Background: an optimization exercise with open tools, aiming at small area, a short achievable clock period and few clock cycles. Do not read the settings as production practice. RTL that was checked went through simulation tests only; none was proved equivalent to the original. No activity file was given, so power comes from the tool's default toggle rates.

Design codex32_cks, start of the top module:
module codex32_cks (
    input  wire        clk,
    input  wire        rst,
    input  wire        cmd_valid,
    output wire        cmd_ready,
    input  wire [15:0] cmd_word,
    input  wire        cmd_empty,
    input  wire        in_valid,
    output wire        in_ready,
    input  wire [7:0]  in_data,
    input  wire        in_last,
    output wire        out_valid,
    input  wire        out_ready,
    output wire [7:0]  out_data,
    output wire        out_last,
    output wire [3:0]  out_status
);
    localparam [64:0] GS0 = 65'h19dc500ce73fde210;
    localparam [64:0] GS1 = 65'h1bfae00def77fe529;
    localparam [64:0] GS2 = 65'h1fbd920fffe7bee52;
    localparam [64:0] GS3 = 65'h1739640bdeee3fdad;
    localparam [64:0] GS4 = 65'h07729a039cfc75f5a;
    localparam [64:0] TS  = 65'h10ce0795c2fd1e62a;
    localparam [64:0] IS  = 65'h23181b3;
    localparam [64:0] IAS = 65'h11899c7f0c7127e48;    
    localparam [74:0] GL0 = 75'h3d59d273535ea62d897;
    localparam [74:0] GL1 = 75'h7a9becb6361c6c51507;
    localparam [74:0] GL2 = 75'h543f9b7e6c38d8a2a0e;
    localparam [74:0] GL3 = 75'h0c577eaeccf1990d13c;
    localparam [74:0] GL4 = 75'h1887f74f8dc71b10651;
    localparam [74:0] TL  = 75'h43381e570bf4798ab26;
    localparam [74:0] IL  = 75'h23181b3;
    localparam [74:0] IAL = 75'h6f4b3a330a74687026c;   
    localparam [1:0] OP_PMODS  = 2'd0;
    localparam [1:0] OP_PMODL  = 2'd1;
    localparam [1:0] OP_CKSUM  = 2'd2;
    localparam [1:0] OP_VERIFY = 2'd3;
    reg         cr;           
    reg         sv;           
    reg  [1:0]  s_op;
    reg         s_aug, s_ill, s_emp;
    reg         fr;           
    reg         ir;           
    reg         cur;          
    reg         fin;          
    reg         crd;          
    reg         pre;          
    reg         vok_r;
    reg  [1:0]  st_r;
    reg         efin;         
    reg         pv;           
    reg  [4:0]  psym;
  ...
==> flow/config.mk <==
export PLATFORM = sky130hd
export DESIGN_NAME = codex32_cks
export DESIGN_NICKNAME = codex32_cks
export VERILOG_FILES = /design/flow/design.v
export SDC_FILE = /design/flow/constraint.sdc
export NUM_CORES = 4
export LEC_CHECK = 0
export CAP_MARGIN = 20
export CORE_MARGIN = 2
export CORE_UTILIZATION = 70
export SETUP_SLACK_MARGIN = 2.1
export SLEW_MARGIN = 20
==> flow/constraint.sdc <==
create_clock -name core_clock -period 4.0 [get_ports {clk}]
set_input_delay 0.8000 -clock core_clock [delete_from_list [all_inputs] [get_ports {clk}]]
set_output_delay 0.8000 -clock core_clock [all_outputs]
set_load 0.01 [all_outputs]
standard.sh (not shown) runs the stock make flow with config.mk's settings and CLKGATE_MAP_FILE= SYNTH_SCRIPT=/design/flow/synth_recipe.tcl, a recipe that flattens the netlist after the stock synthesis.
==> flow/flow/run.sh <==
#!/bin/bash
# The standard layout, with the port buffers made from buf_4 cells instead of
# the library's smallest buffer (a slow delay cell), so the input and output
# paths are not slowed by them. Synthesis and everything else is unchanged.
set -euo pipefail
export BUFFER_PORTS_ARGS="-buffer_cell sky130_fd_sc_hd__buf_4"
bash standard.sh > standard_flow.log 2>&1
Testbench counts at the start, summed over its fixed seeds: cycles 29,858.
==> next run, changes <==
- CORE_UTILIZATION: 70 -> 60
- SETUP_SLACK_MARGIN: 2.1 -> 2.2
Worst setup slack is worse by 34 ps.
Final area came out higher by 4.2%.
Worst hold slack is better by 7.5 ps.
Wire length came out higher by 4.6%.
Non-clock buffer count came out higher by 14.
Synthesized cell count does not change.
==> next run, changes <==
==> flow/run.sh (new file) <==
#!/bin/bash
# synth_recipe.tcl (not shown) runs the flow's synth.tcl, then flattens the netlist and writes it again
# the make line also repeats each setting of config.mk as NAME=value (left out here)
make -C /OpenROAD-flow-scripts/flow DESIGN_CONFIG=/design/flow/config.mk WORK_HOME=/design/flow/orfs CLKGATE_MAP_FILE= SYNTH_SCRIPT=/design/flow/synth_recipe.tcl finish
- SETUP_SLACK_MARGIN: 2.2 -> 2.4
removed: flow/flow/run.sh
removed: flow/standard.sh
After rerunning: The new run completed without violations. Synthesized cell count does not change. Total power went up by 17%. Design area went up by 14%. Die area does not change. Setup slack degrades by 130 ps. Routed wire length went up by 18%. Count of clock-buffer cells in the layout went down by 3.

Another version of the RTL of codex32_cks (not shown whole).
For scale: roughly 880 cells after synthesis, roughly 200 flip-flops, roughly 47 I/O pins.
clock: 4.0 ns
lec_check: 0
cap_margin: 20
core_margin: 2
core_utilization: 70
setup_slack_margin: 2.1
slew_margin: 20
==> flow/flow/run.sh <==
#!/bin/bash
# The standard layout, with the port buffers made from buf_4 cells instead of
# the library's smallest buffer (a slow delay cell), so the input and output
# paths are not slowed by them. Synthesis and everything else is unchanged.
set -euo pipefail
export BUFFER_PORTS_ARGS="-buffer_cell sky130_fd_sc_hd__buf_4"
bash standard.sh > standard_flow.log 2>&1
The baseline produced a clean layout.
Next try:
- CORE_UTILIZATION: 70 -> 60
- SETUP_SLACK_MARGIN: 2.1 -> 1.9
=> The new run completed without violations. Power falls by about 8%. Non-clock buffer count falls by 32. Maximum frequency falls by 2.5%. Sequential cell count does not change. Final area falls by 3.9%. Final cell count rises by 0.35%. Utilization falls by 14 points. Worst hold slack barely changes. Synthesized area stays the same.
Next try:
==> flow/flow/run.sh (replaced) <==
#!/bin/bash
# The standard layout, with the port buffers made from buf_4 cells instead of
# the library's smallest buffer (a slow delay cell), and ORFS's power recovery
# (downsizing gates off the critical paths) after global routing.
set -euo pipefail
export BUFFER_PORTS_ARGS="-buffer_cell sky130_fd_sc_hd__buf_4"
export RECOVER_POWER=50
bash standard.sh > standard_flow.log 2>&1
- SETUP_SLACK_MARGIN: 1.9 -> 2.0
The changed run produced a layout that fails on capacitance limit, slew limit.
Register-to-register slack gets worse by 0.72 ns.
Clock power is about the same.
Routed wire length went up by 0.95%.
Worst setup slack loses 0.72 ns.
Power increases by 0.62%.
Hold slack barely changes.
Sequential share of layout area shrinks by 0.26 points.
Global-route usage is higher by 0.40 points.
Non-clock buffer count rises by 27.
Next try:
==> flow/flow/run.sh (replaced) <==
#!/bin/bash
# The standard layout, with the port buffers made from buf_4 cells instead of
# the library's smallest buffer (a slow delay cell), so the input and output
# paths are not slowed by them. Synthesis and everything else is unchanged.
set -euo pipefail
export BUFFER_PORTS_ARGS="-buffer_cell sky130_fd_sc_hd__buf_4"
bash standard.sh > standard_flow.log 2>&1
=>
- The new run went through all stages and came out clean
- design area grows by 1.9%
- clock skew is about the same
- clock-buffer cell count does not change
- combinational power grows by about 3%
- setup slack gets better by 0.81 ns
- core utilization grows by 1.3 points
- synthesized cell count is unchanged
- power grows by 1.6%
Next try:
- CORE_UTILIZATION: 60 -> 70
- GPL_ROUTABILITY_DRIVEN: not set -> 0
- SETUP_SLACK_MARGIN: 2.0 -> 2.1
After rerunning: The new run completed without violations. Area after synthesis stays the same. Power is higher by a few percent. Die area decreases by roughly a tenth. Routed wire length increases by a few percent.
Next try:
- CORE_UTILIZATION: 70 -> 80
- GPL_ROUTABILITY_DRIVEN: 0 -> not set
- SETUP_SLACK_MARGIN: 2.1 -> 2.0
=>
- The new run completed without violations
- design area drops by about 2.4%
- synthesized area does not change
- global-route usage climbs by 9.6 points
- maximum frequency drops by about 16%
- worst setup slack got worse by 0.38 ns
- wire length climbs by about 26%
No run of this note included a check of the RTL's function; only the layout flow was run.

what the ideal ports hide:
The results above use ideal ports. As a check the final layouts listed here were re-extracted and re-timed, cells and wires unchanged.
Step 1 (the two cells are an assumption about what drives the block):
set clk [get_ports {clk}]
set_driving_cell -lib_cell sky130_fd_sc_hd__clkbuf_16 $clk
set_driving_cell -lib_cell sky130_fd_sc_hd__buf_2 [delete_from_list [all_inputs] $clk]
Step 2 also shifts input and output timing later by t, the mid clock arrival at the registers, as if the neighbouring blocks saw the same clock.
Slacks: ideal / step 1 / step 2; pairs: ideal / step 1.
run	t (ns)	slack for setup (ns)	worst setup path after step 2
the first run of note 1	0.540	2.084 / 2.084 / 1.650	input to register
the second run of note 1	0.548	2.050 / 2.050 / 1.577	input to register
the third run of note 1	0.554	1.922 / 1.922 / 1.746	input to register
the first run of note 2	0.552	1.988 / 1.988 / 1.601	input to register
the second run of note 2	0.546	1.936 / 1.936 / 1.590	input to register
the third run of note 2	0.550	1.211 / 1.211 / 1.211	register to register
the fourth run of note 2	0.549	2.026 / 2.026 / 1.603	input to register
the fifth run of note 2	0.548	1.928 / 1.928 / 1.730	input to register
the sixth run of note 2	0.561	1.543 / 1.543 / 1.543	register to register
The setup slack of the second run of note 1, which loses most, moves by 0.000 ns with the drivers and by -0.473 ns with both steps.
